Source: an optimization exercise on an open RTL-to-GDS flow (aim: small area, a short achievable clock period and few clock cycles). Production flows keep margins and buffers that such runs may drop.
Only simulation tests tie the RTL to the original design; equivalence was not proved.

===== flow/config.mk =====
export PLATFORM = sky130hd
export DESIGN_NAME = bcd_codec
export DESIGN_NICKNAME = bcd_codec
export VERILOG_FILES = /design/flow/design.v
export SDC_FILE = /design/flow/constraint.sdc
export NUM_CORES = 4
export LEC_CHECK = 0
export ABC_AREA = 1
export CAP_MARGIN = 20
export CORE_MARGIN = 2
export CORE_UTILIZATION = 40
export PLACE_DENSITY = 0.6
export SLEW_MARGIN = 20

===== flow/constraint.sdc =====
create_clock -name core_clock -period 8.0 [get_ports {clk}]
set_input_delay 1.6000 -clock core_clock [delete_from_list [all_inputs] [get_ports {clk}]]
set_output_delay 1.6000 -clock core_clock [all_outputs]
set_load 0.01 [all_outputs]

===== flow/design.v =====
module bcd_codec (
    input  wire        clk,
    input  wire        rst,
    input  wire        start,
    input  wire        op,        
    input  wire [63:0] amt,
    input  wire [4:0]  scale,
    input  wire [47:0] bcd_in,
    output wire        ready,
    output reg         done,
    output wire        error,
    output wire [47:0] result
);
    localparam [1:0] P_DD = 2'd0, P_SH = 2'd1, P_DEC = 2'd2;
    reg         busy;
    reg         first;     
    reg  [1:0]  phase;
    reg         op_q;
    reg         zero_q;    
    reg         err_q;     
    reg  [2:0]  ptr;       
    reg  [4:0]  sc;        
    reg  [63:0] b_q;       
    reg  [80:0] acc;       
    reg         r_op, r_err;    
    wire sc_le4 = (sc[4:2] == 3'd0) | (sc == 5'd4);
    wire last = (phase == P_SH) ? (sc == 5'd5 || sc == 5'd8)
                                : (ptr == 3'd0 && (phase == P_DEC || sc_le4 || zero_q));
    assign ready = ~busy | last;
    wire accept = start & ready;
    reg  [47:0] pairs;     
    reg  [7:0]  nz;
    reg  [11:0] bad;
    integer i;
    always @(*) begin
        for (i = 0; i < 6; i = i + 1)
            pairs[8*i +: 8] = {bcd_in[8*i+4 +: 4], 3'b0} + {bcd_in[8*i+4 +: 4], 1'b0} + bcd_in[8*i +: 4];
        for (i = 0; i < 8; i = i + 1) nz[i] = op ? (i < 6 && |bcd_in[8*i +: 8]) : |amt[8*i +: 8];
        for (i = 0; i < 12; i = i + 1) bad[i] = bcd_in[4*i+3] & (bcd_in[4*i+2] | bcd_in[4*i+1]);
    end
    reg [2:0] top;
    always @(*) begin
        top = 3'd0;
        for (i = 0; i < 8; i = i + 1) if (nz[i]) top = i[2:0];
    end
    wire [7:0]  byte_sel = b_q[8*ptr +: 8];
    wire [7:0]  bits     = byte_sel & {8{~zero_q}};
    wire [80:0] acc_in   = first ? 81'd0 : acc;
    function [3:0] dcell;
        input [3:0] a;
        begin
            dcell[3] = (a[2] & a[1]) | (a[2] & a[0]);
            dcell[2] = (a[3] & a[0]) | (a[2] & ~a[1] & ~a[0]);
            dcell[1] = a[3] | (~a[2] & a[1]) | (a[2] & ~a[1] & ~a[0]) | (a[1] & a[0]);
            dcell[0] = a[3] | (~a[2] & a[0]) | (a[2] & ~a[0]);
        end
    endfunction
    reg [4:0] inj;
    always @(*) begin
        inj = 5'd0;
        case (sc)
            5'd0: inj[4] = 1'b1;
            5'd1: inj[3] = 1'b1;
            5'd2: inj[2] = 1'b1;
            5'd3: inj[1] = 1'b1;
            default: inj[0] = 1'b1;
        endcase
    end
    reg [79:0] dd_acc;
    reg        dd_ovf;
    reg        c;
    reg [3:0]  m;
    integer j, k;
    always @(*) begin
        dd_acc = acc_in[79:0];
        dd_ovf = acc_in[80];
        for (k = 7; k >= 0; k = k - 1) begin
            c = 1'b0;
            for (j = 0; j < 20; j = j + 1) begin
                if (j < 5) c = c | (bits[k] & inj[j]);
                m = dcell(dd_acc[4*j +: 4]);
                dd_acc[4*j +: 4] = {m[2:0], c};
                c = m[3];
            end
            dd_ovf = dd_ovf | c;
        end
    end
    wire [39:0] h  = acc_in[47:8];
    wire [39:0] o1 = {h[33:0], 6'b0}, o2 = {h[34:0], 5'b0};
    wire [39:0] o3 = {h[37:0], 2'b0}, o4 = {33'd0, byte_sel[6:0]};
    wire [39:0] s1 = o1 ^ o2 ^ o3;
    wire [39:0] c1 = {((o1[38:0] & o2[38:0]) | (o1[38:0] & o3[38:0]) | (o2[38:0] & o3[38:0])), 1'b0};
    wire [39:0] s2 = s1 ^ c1 ^ o4;
    wire [39:0] c2 = {((s1[38:0] & c1[38:0]) | (s1[38:0] & o4[38:0]) | (c1[38:0] & o4[38:0])), 1'b0};
    reg  [39:0] hg, hp, hor;
    integer s;
    always @(*) begin
        hg = s2 & c2;
        hp = s2 ^ c2;
        for (s = 1; s < 40; s = s * 2)
            for (i = 2*s-1; i < 40; i = i + 2*s) begin
                hg[i] = hg[i] | (hp[i] & hg[i-s]);
                hp[i] = hp[i] & hp[i-s];
            end
        for (s = 16; s >= 1; s = s / 2)
            for (i = 3*s-1; i < 40; i = i + 2*s) begin
                hg[i] = hg[i] | (hp[i] & hg[i-s]);
                hp[i] = hp[i] & hp[i-s];
            end
        hor = s2 ^ c2 ^ {hg[38:0], 1'b0};
    end
    always @(posedge clk) begin
        if (rst) begin
            busy <= 1'b0;
            done <= 1'b0;
        end else begin
            done <= busy & last;
            if (accept)
                busy <= 1'b1;
            else if (last)
                busy <= 1'b0;
        end
    end
    always @(posedge clk) begin
        if (busy & last) begin
            r_op  <= op_q;
            r_err <= err_q;
        end
        if (accept) begin
            first  <= 1'b1;
            op_q   <= op;
            zero_q <= ~op & (scale >= 5'd22);
            err_q  <= |bad;
            b_q    <= op ? {16'd0, pairs} : amt;
            phase  <= op ? P_DEC : P_DD;
            ptr    <= (op & (|bad)) ? 3'd0 : top;
            sc     <= scale;
        end else begin
            first <= 1'b0;
            case (phase)
                P_DD: begin
                    ptr <= ptr - 3'd1;
                    if (ptr == 3'd0) phase <= P_SH;
                end
                P_SH: sc <= (sc >= 5'd8) ? sc - 5'd4 : sc - 5'd1;
                default: ptr <= ptr - 3'd1;
            endcase
        end
        case (phase)
            P_DD: acc <= {dd_ovf, dd_acc};
            P_SH: acc <= (sc >= 5'd8) ? {acc[80], 16'd0, acc[79:16]} : {acc[80], 4'd0, acc[79:4]};
            default: acc <= {acc_in[80:48], hor, acc_in[7:0]};
        endcase
    end
    reg  [47:0] w;
    reg  [11:0] nine;
    always @(*) begin
        for (i = 0; i < 12; i = i + 1) begin
            w[4*i +: 4] = acc[8+4*i +: 4];
            if (~r_op & acc[8+4*i+3]) w[4*i+1 +: 2] = 2'b00;
            nine[i] = acc[8+4*i+3] & acc[8+4*i];
        end
    end
    wire        rnd = ~r_op & acc[6] & (acc[5] | acc[4]);
    reg  [47:0] inc;
    reg  [3:0]  d;
    always @(*) begin
        for (i = 0; i < 12; i = i + 1) begin
            d = w[4*i +: 4];
            if (rnd && (&(nine | ~((12'd1 << i) - 12'd1))))
                inc[4*i +: 4] = nine[i] ? 4'd0 : d + 4'd1;
            else
                inc[4*i +: 4] = d;
        end
    end
    wire enc_ovf = acc[80] | (|acc[79:56]) | (rnd & (&nine));
    assign result = inc;
    assign error  = r_op ? r_err : enc_ovf;
endmodule

===== flow/run.sh =====
#!/bin/bash
# synth_recipe.tcl (not shown) runs the flow's synth.tcl, then flattens the netlist and writes it again
# the make line also repeats each setting of config.mk as NAME=value (left out here)
make -C /OpenROAD-flow-scripts/flow DESIGN_CONFIG=/design/flow/config.mk WORK_HOME=/design/flow/orfs CLKGATE_MAP_FILE= SYNTH_SCRIPT=/design/flow/synth_recipe.tcl finish

==> results of run 1 <==
## cells in the final DEF (no fill, tap or decap), types with 17 or more instances in the layout
master           Yosys  final
a21oi_1            210    210
a22oi_1             19     19
a31oi_1             26     26
clkbuf_16            0     17
clkdlybuf4s50_1      0    170
dfxtp_1             83     82
edfxtp_1            80     80
fa_1                44     44
ha_1               144    144
inv_1              568    566
inv_2               17     18
nand2_1           1019   1018
nand3_1            280    280
nand3_2             40     40
nand4_1             44     44
nor2_1             514    512
nor2_2              23     23
nor3_1              27     27
o211ai_1            32     32
o21a_1              21     21
o21ai_0            299    299
o21ai_1             55     55
o221ai_1            21     21
xnor2_1             22     22
xor2_1              45     45
## stage by stage
step | setup slack [ps] | hold slack, ps | util, % | instances
CTS | 1320 | 432 | 45.7 | 4748
floorplan | 2940 | 400 | - | 3864
finish | 1300 | 433 | 45.7 | 4748
global route | 524 | 449 | 45.7 | 4748
detailed placement | 1350 | 420 | 44.7 | 4716
global placement | 1530 | 407 | 44.7 | 4716
## worst paths after layout
path / to / slack, ps / cells past startpoint
setup / recovery: acc[47] / 1300 / 31
hold / removal: r_op / 430 / 0
hold reg to reg: r_op / 430 / 0
setup reg to reg: acc[47] / 1300 / 31
## cell families (layout without fill, tap and decap cells)
family | after synthesis | after routing
simple gates | 2006 | 2006
fa+ha+maj | 189 | 189
mux | 2 | 2
buf+inv | 675 | 803
compound gates | 762 | 762
flops | 163 | 163
xor+xnor | 67 | 67
## worst max-delay path, delay by kind of cell (launching register included)
kind / cells / cell delay [ps]
AND/OR/NAND/NOR: 11 / 980
adder cells (fa/ha/maj): 3 / 900
flip-flops: 1 / 1040
XOR/XNOR: 2 / 360
AO/OA/AOI/OAI: 12 / 2920
buffers and inverters: 3 / 430
## metal layers
layer  vias to the layer above  wire, µm  GRT usage, %
met4                         6      1540          5.90
met3                        81      4610          2.84
met1                     11178     36000          36.0
met5                         -        38             0
li1                      12889         -             -
met2                       728     31600          38.6
## layout make-up
cell class	count	share of cell area [%]
clock buffers	17	1.64
clock inverters	15	0.643
inverters	589	8.57
multi-input cells	3026	62.9
flip-flops and latches	163	15.7
well taps	756	3.65
repair buffers	182	6.91
## sequential cells by signal, summed over array words and instances (netlist names)
signal / flops
r_op: 1
first: 1
acc: 81
ptr: 3
zero_q: 1
b_q: 64
busy: 1
phase: 2
op_q: 1
r_err: 1
sc: 5
err_q: 1
done: 1
==> results.cfg, run 1 <==
[status]
status = no timing/DRC/antenna violations

[cts]
numCtsBuffers = 17
cts.path.max_buffers = 2
postCtsSetupRepairBufs = 0
h-tree-depth = 4
clock_latency_ps = 460
path_clk_slew_ps = 80
post_cts_resized = 0
root_buffer = clkbuf_16
cts_tree = done
ctsHoldBuffers = 0
cts.sinks = 163

[critical_path]
crit_slowest_cell = edfxtp_1
startpoint = ptr[0]
timing.rr.start = ptr[0]
crit_path_frequent_cell = nand2_1
critPathKind = flop to flop
setup.worst_path.end_class = flop
worst_setup_path_start_kind = flop
crit_fanout = 34
arrival_ps = 7100
cpPeakStageDelay_ps = 1040
worstPathRequired_ps = 8400

[die]
num_rows = 87
fp.dieArea_um2 = 59400
pin_count = 172
die-height_um = 244
initial_core_util_pct = 40.6
core_area_um2 = 56600
die_width_um = 244

[yosys]
synth-seq-cells = 163
yosysUniqueCellTypes = 72
synth_common_cells = nand2_1, inv_1, nor2_1
yosys.area.top_type = nand2_1
synth_edf_count = 80
synthFlopType = dfxtp_1
synthDominantCellAreaShare_pct = 16.6
syn-num-nets = 4173
synthMuxAreaShare_pct = 0.0870
yosysWarnings = 3
synth_area_um2 = 23000
yosys.area_share.simple_pct = 37.3
avgSynthCellArea_um2 = 5.95
synth_xor_area_share_pct = 2.55
ys_top_cells_by_area = nand2_1, edfxtp_1, inv_1
syn_inst = 3864
synthMostInstantiatedCell = nand2_1
synth_top_family_by_area = simple AND/OR/NAND/NOR gates
synth_compound_area_share_pct = 19.0
synthAdderAreaFrac_pct = 11.7
ys_async_sr_fraction_pct = 0
yosysSeqAreaShare_pct = 17.7

[detailed_routing]
drt_iter0_drc = 1898
vias = 24882
post_drt_wl_per_cell_um = 15.5
via_per_inst = 5.24
wl_um = 73800
antenna_left = 0
first_pass_iters = 6
drcViolationCount = 0

[final_layout]
diodes = 0
stdcell_area_um2 = 25900
nNetsFinal = 4288
synthToLayoutAreaGrowth_pct = 12.5
area.sequential_um2 = 4070
nFillCells = 6094
multiInputGateArea_um2 = 16300
drive_gt1_share_pct = 4.78

[global_route]
first_global_vias = 22790
grt_usage_pct = 24.7
grt_overflow_total = 0
grt_max_degree = 92
antenna_found_initial = 4
grt_pass1_wl_um = 119000

[timing]
setup_viol = 0
fmax_mhz = 149
slew_headroom_pct = 30.0
slew_viol_final = 0
hold_viol = 0
period_needed_ps = 6700
setup_tns_ps = 0
rsz0062_at_grt = false
worst_slew_pin_slew_ps = 1050
final.setup_skew_ps = 12.3
finalCritPeriodShare_pct = 83.7

[placed_design]
port_buffers = 171
place_area_um2 = 25300
hpwl_um = 59600
place_congestion = 0.951

[worst_hold_path]
min_path_type = flop to flop
hp-start = op_q

[job]
maxCapViolations = 0
Testbench counts, summed over its fixed seeds: cycles 11,024.
==> run 2: changes to the inputs <==
--- a/flow/config.mk
+++ b/flow/config.mk
@@ -10,4 +10,5 @@
 export CORE_MARGIN = 2
 export CORE_UTILIZATION = 40
 export PLACE_DENSITY = 0.6
+export SETUP_SLACK_MARGIN = 3.5
 export SLEW_MARGIN = 20
==> run 2 against run 1 <==
Effect of this change:
- synthesized area unchanged
- global-route usage increased by 0.74 points
- hold slack worse by 10 ps
- sequential share of layout area down 0.80 points
- maximum frequency grew 31%
- utilization rose by 2.8 points
- critical path depth is 7 lower
- count of clock-buffer cells in the layout unchanged
- critical path type unchanged
- flip-flop and latch count unchanged
- worst setup slack improved by 1600 ps
==> results.cfg, run 2 <==
[status]
status = no timing/DRC/antenna violations

[yosys]
synthMostInstantiatedCell = nand2_1
yosysSeqAreaShare_pct = 17.7
ys_top_cells_by_area = nand2_1, edfxtp_1, inv_1
synth_edf_count = 80
syn-num-nets = 4173
synthDominantCellAreaShare_pct = 16.6
avgSynthCellArea_um2 = 5.95
yosys.area.top_type = nand2_1
synth-seq-cells = 163
syn_inst = 3864
yosysWarnings = 3
synthFlopType = dfxtp_1
yosysUniqueCellTypes = 72
synth_area_um2 = 23000
synth_common_cells = nand2_1, inv_1, nor2_1
ys_async_sr_fraction_pct = 0

[placed_design]
port_buffers = 171
place_congestion = 0.963
hpwl_um = 60300
place_inst = 4715

[timing]
rsz0062_at_grt = true
fmax_mhz = 195
slew_viol_final = 0
setup_viol = 0
final.setup_skew_ps = 16.1
finalCritPeriodShare_pct = 64.0
period_needed_ps = 5120
hold_viol = 0
worst_slew_pin_slew_ps = 1040
setup_tns_ps = 0
slew_headroom_pct = 30.4

[die]
core_area_um2 = 56600
num_rows = 87
die-height_um = 244
fp.dieArea_um2 = 59400
die_width_um = 244
initial_core_util_pct = 40.6
pin_count = 172

[global_route]
met1_usage_pct = 36.8
grtUsageMet2_pct = 39.7
top_usage_layer = met2
grt_max_degree = 107
first_global_vias = 23466
grt_pass1_wl_um = 123000
grt_usage_pct = 25.4
met3_usage_pct = 3.60
antenna_found_initial = 4
grt_overflow_total = 0

[final_layout]
nNetsFinal = 4378
final_cells = 4838
drive_gt1_share_pct = 10.8
largest_reg_flops = 81
layout_commonest_cell = nand2_1
final_util_pct = 48.5
diodes = 0
reg_top3 = acc: 81 flops, b_q: 64 flops, sc: 5 flops
regMostFlops = acc
synthToLayoutAreaGrowth_pct = 19.4
layout_common_cells = nand2_1, inv_1, nor2_1

[critical_path]
worst_setup_path_start_kind = flop
crit_fanout = 9
setup.worst_path.end_class = flop
arrival_ps = 5530
critPathKind = flop to flop
worstPathRequired_ps = 8410

[cts]
root_buffer = clkbuf_16
h-tree-depth = 4
path_clk_slew_ps = 80
cts_tree = done
cts.sinks = 163
numCtsBuffers = 17
clock_latency_ps = 470
ctsHoldBuffers = 0
cts.path.max_buffers = 2

[detailed_routing]
antenna_left = 0
first_pass_iters = 5
post_drt_wl_per_cell_um = 15.9
drcViolationCount = 0
via_per_inst = 5.28
wl_um = 77100
drt_iter0_drc = 2197
vias = 25546

[job]
maxCapViolations = 0

[worst_hold_path]
min_path_type = flop to flop
## run 2: layout make-up
cell class | instances | area, µm²
Clock inverter | 15 | 201
Multi-Input combinational cell | 3026 | 17000
Tap cell | 756 | 946
Inverter | 589 | 2260
Sequential cell | 163 | 4100
Fill cell | 6012 | 29100
Clock buffer | 17 | 425
Timing Repair Buffer | 269 | 2540
Timing Repair inverter | 3 | 27.5
## run 2: timing repair
item                       CTS  global route
resized for setup          129           162
hold endpoints to repair     0             0
setup buffers               52            35
setup endpoints to repair  101            99
pin swaps                   53            56
gates cloned                 1             3
## run 2: layer usage
layer | routed length [µm] | up-vias
met1 | 36500 | 11552
met4 | 1610 | 8
met5 | 51 | -
met3 | 5700 | 102
met2 | 33200 | 817
li1 | - | 13067
## run 2: logic make-up after synthesis
family | after synthesis | synth area share (%)
muxes | 2 | 0.0870
and+or+nand+nor | 2006 | 37.3
adders and majority gates | 189 | 11.7
DFF | 163 | 17.7
xor gates and xnor gates | 67 | 2.55
AOI/OAI and AO/OA | 762 | 19.0
buffers and inverters | 675 | 11.7
## run 2: final timing paths
check                            from  endpoint  cells after the start  slack (ps)
worst max-delay path            first   acc[47]                     24        2880
worst min-delay path             op_q      r_op                      0         420
worst max register to register  first   acc[47]                     24        2880
worst min register to register   op_q      r_op                      0         420
## run 2: stage by stage
| step | hold slack, ps | setup WS [ps] | area, µm² |
|---|---|---|---|
| after floorplan | 400 | 3180 | 23100 |
| after global placement | 405 | 1930 | 25300 |
| after detailed placement | 406 | 1810 | 25300 |
| after CTS | 425 | 2840 | 26600 |
| after global routing | 440 | 2620 | 27500 |
| final | 422 | 2880 | 27500 |
## run 2: critical path, stage by stage, from the launching register on
cell,delay [ps]
dfxtp_4,410
buf_4,160
buf_12,160
buf_4,190
nor2_1,190
inv_1,150
fa_1,530
inv_1,40
ha_1,260
ha_1,380
a21o_1,240
nand3_1,80
nand2_1,120
a221oi_1,530
o21ai_4,140
a31oi_4,240
o21ai_2,100
a31oi_2,210
fa_2,250
xor2_2,140
xor2_1,190
o21ai_1,90
a21oi_1,150
nor2_1,50
nand2_1,70

re-timing with driven ports:
How much do the figures lean on ideal ports? The routed layouts below were timed once more, with nothing changed but the port constraints.
Step 1 sets driving cells, clkbuf_16 on the clock port and buf_2 on the other inputs (assumed; they add their load-dependent delay and slew).
Step 2 also shifts input and output timing later by t, the mid clock arrival at the registers, as if the neighbouring blocks saw the same clock.
a / b / c = no drivers / after step 1 / after step 2; a / b = the first two.
| run | shift t [ns] | setup WS [ns] | hold WS [ns] | clock arrival spread, ns |
|---|---|---|---|---|
| run 1 | 0.509 | 1.303 / 1.268 / 1.303 | 0.433 / 0.433 / 0.433 | 0.013 / 0.012 |
| run 2 | 0.512 | 2.881 / 2.881 / 2.881 | 0.422 / 0.422 / 0.422 | 0.017 / 0.017 |
After both steps setup and hold are still met in every run listed.
